Source: an optimization exercise on an open RTL-to-GDS flow (aim: small area, a short achievable clock period and few clock cycles). Production flows keep margins and buffers that such runs may drop. Only simulation tests tie the RTL to the original design; equivalence was not proved. Power figures rest on the tool's default switching activity, not on a simulated workload.

job 8941:
==> flow/design.v (excerpt) <==
module sidc (
    input  wire        clk,
    input  wire        rst,       
    input  wire        req,
    input  wire        we,
    input  wire        wide,      
    input  wire [10:0] addr,
    input  wire [31:0] wdata,
    output reg         ack,
    output reg         err,
    output reg  [31:0] rdata
);
    localparam integer RSV   = 40;
    localparam integer MACS  = 8;
    localparam integer TOTAL = 30 + RSV + 6 * MACS;   
    localparam integer SPAN  = TOTAL - 4;             
    localparam [31:0]  TAG_LIT = 32'h43434944;        
    localparam [31:0]  PARAMS  = (RSV << 16) | (MACS << 8) | TOTAL;
    localparam integer DATE_OFF = 18;
    localparam [31:0]  ZERO_CRC = 32'h472AF91E;       
    localparam [7:0] OP_NOP        = 8'h00;
    localparam [7:0] OP_SOFT_RESET = 8'h01;
    localparam [7:0] OP_CRC_INIT   = 8'h10;
    localparam [7:0] OP_CRC_BYTE   = 8'h11;
    localparam [7:0] OP_CRC_WORD   = 8'h12;
    localparam [7:0] OP_DATE_ENC   = 8'h20;
    localparam [7:0] OP_DATE_DEC   = 8'h21;
    localparam [7:0] OP_BUF_RESET  = 8'h30;
    localparam [7:0] OP_BUF_PUSH   = 8'h31;
    localparam [7:0] OP_REC_DECODE = 8'h32;
    localparam [7:0] OP_REC_ENCODE = 8'h33;
    localparam [7:0] OP_REC_ZERO   = 8'h34;
    localparam [7:0] OP_REC_TAG    = 8'h35;
    localparam [7:0] OP_REC_STAMP  = 8'h40;
    localparam [7:0] OP_REC_VERIFY = 8'h41;
    reg [8*SPAN-1:0]  px, py;
    reg [SPAN-1:0]    fy, by;
    reg [31:0]        tl;         
    reg [15:0] len;
    reg [31:0] checksum;
    reg [15:0] cal_year;
    reg [7:0]  cal_month, cal_day, cal_hour, cal_minute, cal_second;
    reg [31:0] din;
    reg [31:0] crc_acc;
    reg        st_format_err, st_crc_ok, st_crc_mismatch, st_cmd_err, st_acc_err;
    reg [2:0]  err_code;
    reg [31:0] img_crc;           
    reg [31:0] buf_crc;           
    reg        pend_v, pend_buf;  
    reg [7:0]  pend_o, pend_n;    
    reg [31:0] pend_w;            
    reg [6:0]  boff;              
    reg [2:0]  mc_cnt;            
  ...
Size: ~11000 cells after synthesis, ~2500 flip-flops, roughly 120000 um2 of cells after synthesis.
==> flow/config.mk <==
export PLATFORM = sky130hd
export DESIGN_NAME = sidc
export DESIGN_NICKNAME = sidc
export VERILOG_FILES = /design/flow/design.v
export SDC_FILE = /design/flow/constraint.sdc
export NUM_CORES = 8
export LEC_CHECK = 0
export CAP_MARGIN = 30
export CORE_MARGIN = 2
export CORE_UTILIZATION = 30
export CTS_BUF_LIST = sky130_fd_sc_hd__clkbuf_8
export CTS_CLUSTER_DIAMETER = 60
export CTS_CLUSTER_SIZE = 10
export PLACE_DENSITY = 0.45
export SETUP_SLACK_MARGIN = 4.2
export SLEW_MARGIN = 40
==> flow/constraint.sdc <==
create_clock -name core_clock -period 10.0 [get_ports {clk}]
set_input_delay 2.0000 -clock core_clock [delete_from_list [all_inputs] [get_ports {clk}]]
set_output_delay 2.0000 -clock core_clock [all_outputs]
set_load 0.01 [all_outputs]
standard.sh (not shown) runs the stock make flow with config.mk's settings and CLKGATE_MAP_FILE= SYNTH_SCRIPT=/design/flow/synth_recipe.tcl, a recipe that flattens the netlist after the stock synthesis.
==> flow/flow/run.sh <==
#!/bin/bash
# Own layout flow: the standard ORFS flow (standard.sh), with two changes:
# the buffers ORFS puts on the input and output ports are buf_4 cells
# (buffer_ports otherwise picks slow delay cells such as clkdlybuf4s50_1), and
# the antenna repair after detailed routing may take up to 10 rounds instead
# of 5. Everything make prints goes to standard.log; ORFS keeps each step's
# own log under orfs/logs/.
set -euo pipefail
export BUFFER_PORTS_ARGS="-buffer_cell sky130_fd_sc_hd__buf_4"
export MAX_REPAIR_ANTENNAS_ITER_DRT=10
bash standard.sh > standard.log 2>&1
Job 8941: all stages complete, timing, DRC and antenna checks passed
Testbench counts of job 8941, summed over its fixed seeds: cycles 15,094.
diff inputs: job 8941 => job 9336
Settings: CAP_MARGIN: 30 -> 25; CTS_CLUSTER_SIZE: 10 -> 12; SLEW_MARGIN: 40 -> 30; SETUP_SLACK_MARGIN: 4.2 -> 5.0.
Results
For job 9336 and job 8941, there was not a single run that failed to finish clean.
The layout multi-input combinational cell count of job 9336 and that of job 8941 are within noise of each other.
Net switching power of the design was lower in job 8941 than in job 9336.
[compare] base=job 8941 new=job 9336: sequential power about even; routed wire length fell 2.0%.
Changes observed in job 9336 relative to job 8941: first-pass GRT wire length went down about 1.5%; total vias in the final route +1.3%; maximum frequency held steady.
Inputs modified between job 9336 and job 8114:
Settings: changing SETUP_SLACK_MARGIN from 5.0 to 4.8.
==> results.txt <==
Every run (job 9336 and job 8114) finished clean. Job 8114 vs job 9336 on area of the multi-input gates: job 8114 is the lower one. The lower number of ordinary and repair buffers in the finished layout came out of job 8114. Reported for job 9336 and job 8114, aggregate negative setup slack turned out identical to the last digit. Area overhead of the layout relative to synthesis (lower): job 8114. Job 8114 and job 9336 ended up with roughly the same register area. Clock skew delta (job 9336 -> job 8114): insignificant. On routed wire length, job 9336 and job 8114 are basically level. Job 9336 -> job 8114: wire length of the first global-routing pass flat. Relative to job 9336, via count has gone down in job 8114. Any difference in power dissipated by switching net loads between job 9336 and job 8114 is small enough to ignore. Run comparison: job 9336 launch point of the worst path addr[10]; job 8114 launch point of the worst path pa[10].
The following lists how job 156 was set up differently from job 8114:
Settings: a change of SETUP_SLACK_MARGIN from 4.8 to 4.5; a change of PLACE_DENSITY from 0.45 to 0.55.
==> comparison <==
Job 156 finished every step from synthesis to the final layout, and the layout passed the timing, DRC and antenna checks.
Reported for job 156 and job 8114, width of the die turned out identical to the last digit.
Sort job 156 and job 8114 by worst endpoint required time asc -> top: job 156
From job 156 to job 8114, H-tree depth reported by CTS did not move at all.

## separate check: timing with driven ports
Ports are ideal in the flow. The routed layouts listed here were re-timed in OpenROAD. Step 1 (the two cells are an assumption about what drives the block):
set clk [get_ports {clk}]
set_driving_cell -lib_cell sky130_fd_sc_hd__clkbuf_16 $clk
set_driving_cell -lib_cell sky130_fd_sc_hd__buf_2 [delete_from_list [all_inputs] $clk]
Step 2 times the ports against the registers' clock, not the clock port: input delays grow and output delays shrink by t, the midpoint of the rising clock arrivals with the driver on. Three values: ideal, step 1, step 2; two values: the first two.
run | t, ns | slack for setup (ns) | worst setup path after step 2 | slew at the worst register clock pin (ns) | worst data-port slew with drivers (ns)
job 8941 | 1.328 | 3.990 / 4.061 / 2.733 | input to register | 0.09 / 0.09 | 0.13
job 9336 | 1.353 | 3.990 / 4.020 / 2.680 | input to register | 0.10 / 0.10 | 0.30
job 8114 | 1.343 | 3.980 / 3.980 / 2.670 | input to register | 0.10 / 0.10 | 0.29
job 156 | 1.258 | 4.109 / 4.165 / 2.907 | input to register | 0.11 / 0.11 | 0.16
After both steps setup and hold are still met in every run listed.
